Context: an optimization exercise on an open-source flow, tuned for small area, a short achievable clock period and few clock cycles. The choices shown serve that exercise and are no tape-out recipe.
RTL that was checked went through simulation tests only; none was proved equivalent to the original.
The clock input has no modelled driver; a real chip could not lean on it and would need a root buffer or a full tree.

==> inputs of trial 67 <==
## frame_codec
module frame_codec (
    input  wire         clk,
    input  wire         rst,
    input  wire         tx_req_valid,
    output wire         tx_req_ready,
    input  wire         tx_op,
    input  wire         tx_ft,
    input  wire         tx_aw,
    input  wire [31:0]  tx_raw_id,
    input  wire [7:0]   tx_sid,
    input  wire [7:0]   tx_nid,
    input  wire [7:0]   tx_plen,
    input  wire [119:0] tx_pay,
    output wire         tx_valid,
    output wire [7:0]   tx_data,
    output wire         tx_last,
    input  wire         tx_ready,
    output wire         tx_resp_valid,
    output wire [2:0]   tx_status,
    output wire [4:0]   tx_wire_len,
    input  wire         rx_req_valid,
    output wire         rx_req_ready,
    input  wire         rx_valid,
    input  wire [7:0]   rx_data,
    input  wire         rx_timeout,
    output wire         rx_ready,
    output wire         rx_resp_valid,
    output wire [2:0]   rx_status,
    output wire         rx_ft,
    output wire         rx_aw,
    output wire [25:0]  rx_sid,
    output wire [5:0]   rx_nid,
    output wire [3:0]   rx_plen,
    output wire [119:0] rx_pay
);
==> module frame_serializer, before the edit <==
module frame_serializer (
    input  wire         clk,
    input  wire         rst,
    input  wire         req_valid,
    output reg          req_ready,
    input  wire         op,           
    input  wire         ft,
    input  wire         aw,
    input  wire [31:0]  raw_id,
    input  wire [7:0]   sid_raw,
    input  wire [7:0]   nid_raw,
    input  wire [7:0]   plen,
    input  wire [119:0] pay,
    output reg          tx_valid,
    output reg  [7:0]   tx_data,
    output reg          tx_last,
    input  wire         tx_ready,
    output reg          resp_valid,
    output wire [2:0]   status,
    output reg  [4:0]   wire_len
);
    wire ok, bad, oor, ptl;
    frame_request_check u_chk (
        .op(op), .aw(aw), .raw_hi(raw_id[31:16]), .sid_raw(sid_raw), .nid_raw(nid_raw),
        .plen(plen), .ok(ok), .bad(bad), .oor(oor), .ptl(ptl)
    );
    reg [1:0] st;
    assign status = {1'b0, st};
    reg       n_cfg, n_addr, n_pay, n_end;
    reg [3:0] ilo, ihi;     
    reg       r_op, r_aw;
    reg [3:0] r_len;
    wire take     = tx_valid && tx_ready;
    wire [3:0] lst    = r_len - 4'd1;
    wire addr_lst = r_aw ? ilo[3] : ilo[1];
    wire pay_lst  = ilo[lst[1:0]] && ihi[lst[3:2]];
    wire no_pay   = (r_len == 4'd0);
    wire step     = (n_addr && !addr_lst) || (n_pay && !pay_lst);
    wire [3:0]  s_addr = {4{n_addr}} & ilo;
    reg  [14:0] s_pay;
    integer i;
    always @(*)
        for (i = 0; i < 15; i = i + 1)
            s_pay[i] = n_pay && ilo[i % 4] && ihi[i / 4];
    wire [7:0] nxt;
    frame_byte_mux u_mux (
        .s_cfg(n_cfg),
        .s_a0r(s_addr[0] && !r_op), .s_a0p(s_addr[0] && r_op),
        .s_a1r(s_addr[1] && !r_op), .s_a1p(s_addr[1] && r_op),
        .s_a2r(s_addr[2] && !r_op), .s_a3r(s_addr[3] && !r_op),
        .s_pay(s_pay), .s_end(n_end),
        .aw(aw), .ft(ft), .plen(plen[3:0]), .raw_id(raw_id),
        .sid(sid_raw[4:0]), .nid(nid_raw[5:0]), .pay(pay), .y(nxt)
    );
    wire acc  = req_ready && req_valid && !rst;
    wire done = take && tx_last && !rst;
    wire tx_valid_d, resp_valid_d, req_ready_d;
    fc_ao21 u_v (.a(ok),  .b(acc), .c(!rst && tx_valid && !(tx_ready && tx_last)), .y(tx_valid_d));
    fc_ao21 u_r (.a(bad), .b(acc), .c(done), .y(resp_valid_d));
    fc_ao21 u_q (.a(bad), .b(acc), .c(rst || (req_ready && !req_valid) || done), .y(req_ready_d));
    wire [4:0] len_sum = 5'd5 + {3'd0, aw, 1'b0} + {1'b0, plen[3:0]};
    always @(posedge clk) begin
        st       <= {ptl, oor};
        wire_len <= {5{ok}} & len_sum;
        r_op     <= op;
        r_aw     <= aw;
        r_len    <= plen[3:0];
        if (req_ready) begin
            tx_data <= 8'hAA;
            n_cfg   <= 1'b1;
            n_addr  <= 1'b0;
            n_pay   <= 1'b0;
            n_end   <= 1'b0;
            ilo     <= 4'b0001;
            ihi     <= 4'b0001;
        end else if (take) begin
            tx_data <= nxt;
            n_cfg   <= 1'b0;
            n_addr  <= n_cfg || (n_addr && !addr_lst);
            n_pay   <= (n_addr && addr_lst && !no_pay) || (n_pay && !pay_lst);
            n_end   <= (n_addr && addr_lst && no_pay) || (n_pay && pay_lst) || n_end;
            ilo     <= step ? {ilo[2:0], ilo[3]} : 4'b0001;
            ihi     <= !step ? 4'b0001 : (ilo[3] ? {ihi[2:0], ihi[3]} : ihi);
        end
        req_ready  <= req_ready_d;
        tx_valid   <= tx_valid_d;
        resp_valid <= resp_valid_d;
        tx_last    <= !rst && tx_valid && !(tx_ready && tx_last) && (tx_ready ? n_end : tx_last);
    end
endmodule
export LEC_CHECK = 0
export CAP_MARGIN = 20
export CORE_MARGIN = 2
export CORE_UTILIZATION = 60
export SETUP_SLACK_MARGIN = 3.85
export SLEW_MARGIN = 20
export SYNTH_HIERARCHICAL = 1
create_clock -name core_clock -period 6.0 [get_ports {clk}]
standard.sh (not shown) runs the stock make flow with config.mk's settings and CLKGATE_MAP_FILE= SYNTH_SCRIPT=/design/flow/synth_recipe.tcl, a recipe that flattens the netlist after the stock synthesis.
==> flow/flow/run.sh <==
#!/bin/bash
# Standard layout, except that:
#  - the port buffers are the smallest buffer cell (buf_1);
#  - the clock tree is built by flow/manual_tree.tcl in place of TritonCTS:
#    the clock port drives 4 root buffers, each next to its share of the
#    leaf buffers, and each leaf buffer drives one balanced k-means cluster
#    of flip-flops. Everything after the tree (legalisation, timing repair,
#    routing, finishing) is the standard cts.tcl and later steps.
set -euo pipefail
here=$(pwd)
export BUFFER_PORTS_ARGS="-buffer_cell sky130_fd_sc_hd__buf_1"
bash standard.sh synth > log_synth.log 2>&1
rm -rf scripts_mt
cp -r "$FLOW_HOME/scripts" scripts_mt
python3 - "$here/scripts_mt/cts.tcl" > log_patch.log 2>&1 <<'PY'
import sys
p = sys.argv[1]
s = open(p).read()
old = "log_cmd clock_tree_synthesis {*}$cts_args"
assert s.count(old) == 1
s = s.replace(old, "source $::env(MT_TREE_TCL)\nmt_build $::env(MT_NLEAF) $::env(MT_NROOT) $::env(MT_LEAF_CELL) $::env(MT_ROOT_CELL)")
open(p, "w").write(s)
print("patched", p)
PY
export MT_TREE_TCL="$here/flow/manual_tree.tcl"
export MT_NLEAF=8
export MT_NROOT=4
export MT_LEAF_CELL=sky130_fd_sc_hd__clkbuf_16
export MT_ROOT_CELL=sky130_fd_sc_hd__clkbuf_8
bash standard.sh SCRIPTS_DIR="$here/scripts_mt" finish > log_flow.log 2>&1
==> flow/flow/manual_tree.tcl <==
proc mt_build {nleaf use_root leaf_cell root_cell} {
  set db [ord::get_db]
  set block [ord::get_db_block]
  set clk [$block findNet clk]
  set sinks {}
  foreach it [$clk getITerms] {
    if {[$it isInputSignal] || [[$it getMTerm] getSigType] eq "CLOCK"} { lappend sinks $it }
  }
  set n [llength $sinks]
  set xs {}; set ys {}
  foreach it $sinks {
    set bb [[$it getInst] getBBox]
    lappend xs [expr {([$bb xMin] + [$bb xMax]) / 2}]
    lappend ys [expr {([$bb yMin] + [$bb yMax]) / 2}]
  }
  # k-means, seeded along a sort by angle around the centroid
  set cx 0; set cy 0
  foreach x $xs y $ys { set cx [expr {$cx + $x}]; set cy [expr {$cy + $y}] }
  set cx [expr {$cx / double($n)}]; set cy [expr {$cy / double($n)}]
  set idx {}
  for {set i 0} {$i < $n} {incr i} {
    lappend idx [list $i [expr {atan2([lindex $ys $i] - $cy, [lindex $xs $i] - $cx)}]]
  }
  set idx [lsort -real -index 1 $idx]
  set kx {}; set ky {}
  for {set c 0} {$c < $nleaf} {incr c} {
    set sx 0; set sy 0; set m 0
    for {set p [expr {$c * $n / $nleaf}]} {$p < ($c + 1) * $n / $nleaf} {incr p} {
      set i [lindex $idx $p 0]
      set sx [expr {$sx + [lindex $xs $i]}]; set sy [expr {$sy + [lindex $ys $i]}]; incr m
    }
    lappend kx [expr {$sx / double($m)}]; lappend ky [expr {$sy / double($m)}]
  }
  set cap [expr {int(ceil(double($n) / $nleaf * 1.15))}]
  for {set iter 0} {$iter < 30} {incr iter} {
    # balanced assignment: nearest centre with room
    set pairs {}
    for {set i 0} {$i < $n} {incr i} {
      for {set c 0} {$c < $nleaf} {incr c} {
        set d [expr {abs([lindex $xs $i] - [lindex $kx $c]) + abs([lindex $ys $i] - [lindex $ky $c])}]
        lappend pairs [list $i $c $d]
      }
    }
    set pairs [lsort -real -index 2 $pairs]
    set asg [lrepeat $n -1]; set cnt [lrepeat $nleaf 0]
    foreach pr $pairs {
      lassign $pr i c d
      if {[lindex $asg $i] >= 0 || [lindex $cnt $c] >= $cap} continue
      lset asg $i $c; lset cnt $c [expr {[lindex $cnt $c] + 1}]
    }
    set nx [lrepeat $nleaf 0.0]; set ny [lrepeat $nleaf 0.0]
    for {set i 0} {$i < $n} {incr i} {
      set c [lindex $asg $i]
      lset nx $c [expr {[lindex $nx $c] + [lindex $xs $i]}]
      lset ny $c [expr {[lindex $ny $c] + [lindex $ys $i]}]
    }
    for {set c 0} {$c < $nleaf} {incr c} {
      if {[lindex $cnt $c] > 0} {
        lset kx $c [expr {[lindex $nx $c] / [lindex $cnt $c]}]
        lset ky $c [expr {[lindex $ny $c] / [lindex $cnt $c]}]
      }
    }
  }
  set lm [$db findMaster $leaf_cell]
  set rm [$db findMaster $root_cell]
  # group the leaves for the roots: sort leaves by angle around the centroid
  set lidx {}
  for {set c 0} {$c < $nleaf} {incr c} {
    lappend lidx [list $c [expr {atan2([lindex $ky $c] - $cy, [lindex $kx $c] - $cx)}]]
  }
  set lidx [lsort -real -index 1 $lidx]
  set lroot [lrepeat $nleaf 0]
  if {$use_root > 0} {
    for {set p 0} {$p < $nleaf} {incr p} {
      lset lroot [lindex $lidx $p 0] [expr {$p * $use_root / $nleaf}]
    }
    set tops {}
    for {set r 0} {$r < $use_root} {incr r} {
      set sx 0; set sy 0; set m 0
      for {set c 0} {$c < $nleaf} {incr c} {
        if {[lindex $lroot $c] == $r} {
          set sx [expr {$sx + [lindex $kx $c]}]; set sy [expr {$sy + [lindex $ky $c]}]; incr m
        }
      }
      set root [odb::dbInst_create $block $rm "mt_root_$r"]
      $root setLocation [expr {int($sx / $m)}] [expr {int($sy / $m)}]
      $root setPlacementStatus PLACED
      set top [odb::dbNet_create $block "mt_clk_root_$r"]
      $top setSigType CLOCK
      [$root findITerm A] connect $clk
      [$root findITerm X] connect $top
      lappend tops $top
    }
  }
  for {set c 0} {$c < $nleaf} {incr c} {
    set b [odb::dbInst_create $block $lm "mt_leaf_$c"]
    $b setLocation [expr {int([lindex $kx $c])}] [expr {int([lindex $ky $c])}]
    $b setPlacementStatus PLACED
    set net [odb::dbNet_create $block "mt_clk_$c"]
    $net setSigType CLOCK
    if {$use_root > 0} {
      [$b findITerm A] connect [lindex $tops [lindex $lroot $c]]
    } else {
      [$b findITerm A] connect $clk
    }
    [$b findITerm X] connect $net
    for {set i 0} {$i < $n} {incr i} {
      if {[lindex $asg $i] == $c} {
        set it [lindex $sinks $i]
        $it disconnect
        $it connect $net
      }
    }
  }
  puts "manual tree: $n sinks, $nleaf leaves ([join $cnt { }]), roots $use_root"
}
==> build 92: changes against trial 67 <==
--- a/flow/design.v
+++ b/flow/design.v
@@ -103,19 +103,18 @@
     assign status = {1'b0, st};
     reg       n_cfg, n_addr, n_pay, n_end;
-    reg [3:0] ilo, ihi;     
+    reg [3:0] nidx;
     reg       r_op, r_aw;
     reg [3:0] r_len;
     wire take     = tx_valid && tx_ready;
-    wire [3:0] lst    = r_len - 4'd1;
-    wire addr_lst = r_aw ? ilo[3] : ilo[1];
-    wire pay_lst  = ilo[lst[1:0]] && ihi[lst[3:2]];
+    wire addr_lst = (nidx[1:0] == {r_aw, 1'b1});
+    wire pay_lst  = (nidx == r_len - 4'd1);
     wire no_pay   = (r_len == 4'd0);
     wire step     = (n_addr && !addr_lst) || (n_pay && !pay_lst);
-    wire [3:0]  s_addr = {4{n_addr}} & ilo;
+    wire [3:0]  s_addr = {4{n_addr}} & (4'b0001 << nidx[1:0]);
     reg  [14:0] s_pay;
     integer i;
     always @(*)
         for (i = 0; i < 15; i = i + 1)
-            s_pay[i] = n_pay && ilo[i % 4] && ihi[i / 4];
+            s_pay[i] = n_pay && nidx == i;
     wire [7:0] nxt;
     frame_byte_mux u_mux (
@@ -147,6 +146,5 @@
             n_pay   <= 1'b0;
             n_end   <= 1'b0;
-            ilo     <= 4'b0001;
-            ihi     <= 4'b0001;
+            nidx    <= 4'd0;
         end else if (take) begin
             tx_data <= nxt;
@@ -155,6 +153,5 @@
             n_pay   <= (n_addr && addr_lst && !no_pay) || (n_pay && !pay_lst);
             n_end   <= (n_addr && addr_lst && no_pay) || (n_pay && pay_lst) || n_end;
-            ilo     <= step ? {ilo[2:0], ilo[3]} : 4'b0001;
-            ihi     <= !step ? 4'b0001 : (ilo[3] ? {ihi[2:0], ihi[3]} : ihi);
+            nidx    <= step ? nidx + 4'd1 : 4'd0;
         end
         req_ready  <= req_ready_d;
--- a/flow/flow/run.sh
+++ b/flow/flow/run.sh
@@ -24,7 +24,7 @@
 PY
 export MT_TREE_TCL="$here/flow/manual_tree.tcl"
-export MT_NLEAF=8
+export MT_NLEAF=12
 export MT_NROOT=4
 export MT_LEAF_CELL=sky130_fd_sc_hd__clkbuf_16
-export MT_ROOT_CELL=sky130_fd_sc_hd__clkbuf_8
+export MT_ROOT_CELL=sky130_fd_sc_hd__clkbuf_16
 bash standard.sh SCRIPTS_DIR="$here/scripts_mt" finish > log_flow.log 2>&1
--- a/flow/flow/manual_tree.tcl
+++ b/flow/flow/manual_tree.tcl
@@ -89,5 +89,5 @@
       $top setSigType CLOCK
       [$root findITerm A] connect $clk
-      [$root findITerm X] connect $top
+      [mt_out $root] connect $top
       lappend tops $top
     }
@@ -104,5 +104,5 @@
       [$b findITerm A] connect $clk
     }
-    [$b findITerm X] connect $net
+    [mt_out $b] connect $net
     for {set i 0} {$i < $n} {incr i} {
       if {[lindex $asg $i] == $c} {
@@ -115,2 +115,9 @@
   puts "manual tree: $n sinks, $nleaf leaves ([join $cnt { }]), roots $use_root"
 }
+
+# the output pin of a buffer (X) or inverter (Y)
+proc mt_out {inst} {
+  set it [$inst findITerm X]
+  if {$it eq "NULL" || $it eq ""} { set it [$inst findITerm Y] }
+  return $it
+}
--- a/flow/config.mk
+++ b/flow/config.mk
@@ -9,5 +9,6 @@
 export CORE_MARGIN = 2
 export CORE_UTILIZATION = 60
-export SETUP_SLACK_MARGIN = 3.85
+export SETUP_SLACK_MARGIN = 4.05
 export SLEW_MARGIN = 20
 export SYNTH_HIERARCHICAL = 1
+export TNS_END_PERCENT = 5
==> build 45: changes against trial 67 <==
--- a/flow/design.v
+++ b/flow/design.v
@@ -103,19 +103,18 @@
     assign status = {1'b0, st};
     reg       n_cfg, n_addr, n_pay, n_end;
-    reg [3:0] ilo, ihi;     
+    reg [3:0] nidx;
     reg       r_op, r_aw;
     reg [3:0] r_len;
     wire take     = tx_valid && tx_ready;
-    wire [3:0] lst    = r_len - 4'd1;
-    wire addr_lst = r_aw ? ilo[3] : ilo[1];
-    wire pay_lst  = ilo[lst[1:0]] && ihi[lst[3:2]];
+    wire addr_lst = (nidx[1:0] == {r_aw, 1'b1});
+    wire pay_lst  = (nidx == r_len - 4'd1);
     wire no_pay   = (r_len == 4'd0);
     wire step     = (n_addr && !addr_lst) || (n_pay && !pay_lst);
-    wire [3:0]  s_addr = {4{n_addr}} & ilo;
+    wire [3:0]  s_addr = {4{n_addr}} & (4'b0001 << nidx[1:0]);
     reg  [14:0] s_pay;
     integer i;
     always @(*)
         for (i = 0; i < 15; i = i + 1)
-            s_pay[i] = n_pay && ilo[i % 4] && ihi[i / 4];
+            s_pay[i] = n_pay && nidx == i;
     wire [7:0] nxt;
     frame_byte_mux u_mux (
@@ -147,6 +146,5 @@
             n_pay   <= 1'b0;
             n_end   <= 1'b0;
-            ilo     <= 4'b0001;
-            ihi     <= 4'b0001;
+            nidx    <= 4'd0;
         end else if (take) begin
             tx_data <= nxt;
@@ -155,6 +153,5 @@
             n_pay   <= (n_addr && addr_lst && !no_pay) || (n_pay && !pay_lst);
             n_end   <= (n_addr && addr_lst && no_pay) || (n_pay && pay_lst) || n_end;
-            ilo     <= step ? {ilo[2:0], ilo[3]} : 4'b0001;
-            ihi     <= !step ? 4'b0001 : (ilo[3] ? {ihi[2:0], ihi[3]} : ihi);
+            nidx    <= step ? nidx + 4'd1 : 4'd0;
         end
         req_ready  <= req_ready_d;
--- a/flow/flow/run.sh
+++ b/flow/flow/run.sh
@@ -24,7 +24,7 @@
 PY
 export MT_TREE_TCL="$here/flow/manual_tree.tcl"
-export MT_NLEAF=8
+export MT_NLEAF=12
 export MT_NROOT=4
 export MT_LEAF_CELL=sky130_fd_sc_hd__clkbuf_16
-export MT_ROOT_CELL=sky130_fd_sc_hd__clkbuf_8
+export MT_ROOT_CELL=sky130_fd_sc_hd__clkbuf_16
 bash standard.sh SCRIPTS_DIR="$here/scripts_mt" finish > log_flow.log 2>&1
--- a/flow/flow/manual_tree.tcl
+++ b/flow/flow/manual_tree.tcl
@@ -89,5 +89,5 @@
       $top setSigType CLOCK
       [$root findITerm A] connect $clk
-      [$root findITerm X] connect $top
+      [mt_out $root] connect $top
       lappend tops $top
     }
@@ -104,5 +104,5 @@
       [$b findITerm A] connect $clk
     }
-    [$b findITerm X] connect $net
+    [mt_out $b] connect $net
     for {set i 0} {$i < $n} {incr i} {
       if {[lindex $asg $i] == $c} {
@@ -115,2 +115,9 @@
   puts "manual tree: $n sinks, $nleaf leaves ([join $cnt { }]), roots $use_root"
 }
+
+# the output pin of a buffer (X) or inverter (Y)
+proc mt_out {inst} {
+  set it [$inst findITerm X]
+  if {$it eq "NULL" || $it eq ""} { set it [$inst findITerm Y] }
+  return $it
+}
--- a/flow/config.mk
+++ b/flow/config.mk
@@ -6,8 +6,8 @@
 export NUM_CORES = 4
 export LEC_CHECK = 0
-export CAP_MARGIN = 20
+export CAP_MARGIN = 10
 export CORE_MARGIN = 2
 export CORE_UTILIZATION = 60
 export SETUP_SLACK_MARGIN = 3.85
-export SLEW_MARGIN = 20
+export SLEW_MARGIN = 10
 export SYNTH_HIERARCHICAL = 1
==> results.yml <==
status:
  status: "timing/DRC/antenna clean"
global_route:
  track_usage_pct: 37.4
  grt_pass1_wl_um: 41100
power_and_ir_drop:
  ir_worst_vdd_mv: 0.157
setup_path:
  cp-end-kind: "register"
  reg2reg_from: "u_tx.nidx[1]"
  critPathLaunchType: "primary input"
  crit_cells: 8
layout:
  stdcell_area_um2: 10900
timing:
  post-route-min-period_ns: 2.14
yosys:
  synthesis.area_um2: 8430
-- figures above: build 92

==> results.yml <==
setup_path:
  crit_cells: 1
  reg2reg_from: "u_tx.nidx[1]"
  critPathLaunchType: "register"
power_and_ir_drop:
  ir_worst_vdd_mv: 0.140
layout:
  stdcell_area_um2: 10800
global_route:
  grt_pass1_wl_um: 39300
  track_usage_pct: 35.7
status:
  status: "timing/DRC/antenna clean"
yosys:
  synthesis.area_um2: 8430
-- figures above: build 45

==> results.yml <==
global_route:
  grt_pass1_wl_um: 42800
power_and_ir_drop:
  ir_worst_vdd_mv: 0.162
setup_path:
  critPathLaunchType: "register"
yosys:
  synthesis.area_um2: 8550
clock_tree:
  cts_resized: 106
layout:
  stdcell_area_um2: 10900
status:
  status: "timing/DRC/antenna clean"
-- figures above: trial 67

Testbench counts of build 92, summed over its fixed seeds: cycles 56,146.
Testbench counts of build 45, summed over its fixed seeds: cycles 56,146.
The RTL of trial 67 was laid out without a check of its function. In every run of this note, the design's own scripts or RTL, not TritonCTS, make the clock network.

==> port drivers added, routing unchanged <==
The results above use ideal ports. As a check the final layouts listed here were re-extracted and re-timed, cells and wires unchanged. Step 1 (the two cells are an assumption about what drives the block):
set clk [get_ports {clk}]
set_driving_cell -lib_cell sky130_fd_sc_hd__clkbuf_16 $clk
set_driving_cell -lib_cell sky130_fd_sc_hd__buf_2 [delete_from_list [all_inputs] $clk]
Step 2 also shifts input and output timing later by t, the mid clock arrival at the registers, as if the neighbouring blocks saw the same clock. a / b / c = no drivers / after step 1 / after step 2; a / b = the first two.
run	t, ns	setup slack, ns	latest minus earliest clock arrival (ns)	worst data-port slew with drivers (ns)
trial 67	0.376	3.831 / 3.754 / 3.461	0.030 / 0.030	0.14
build 92	0.373	3.864 / 3.790 / 3.509	0.025 / 0.025	0.12
build 45	0.371	3.891 / 3.801 / 3.542	0.015 / 0.016	0.13
After both steps setup and hold are still met in every run listed. The setup slack of trial 67, which loses most, moves by -0.077 ns with the drivers and by -0.370 ns with both steps.
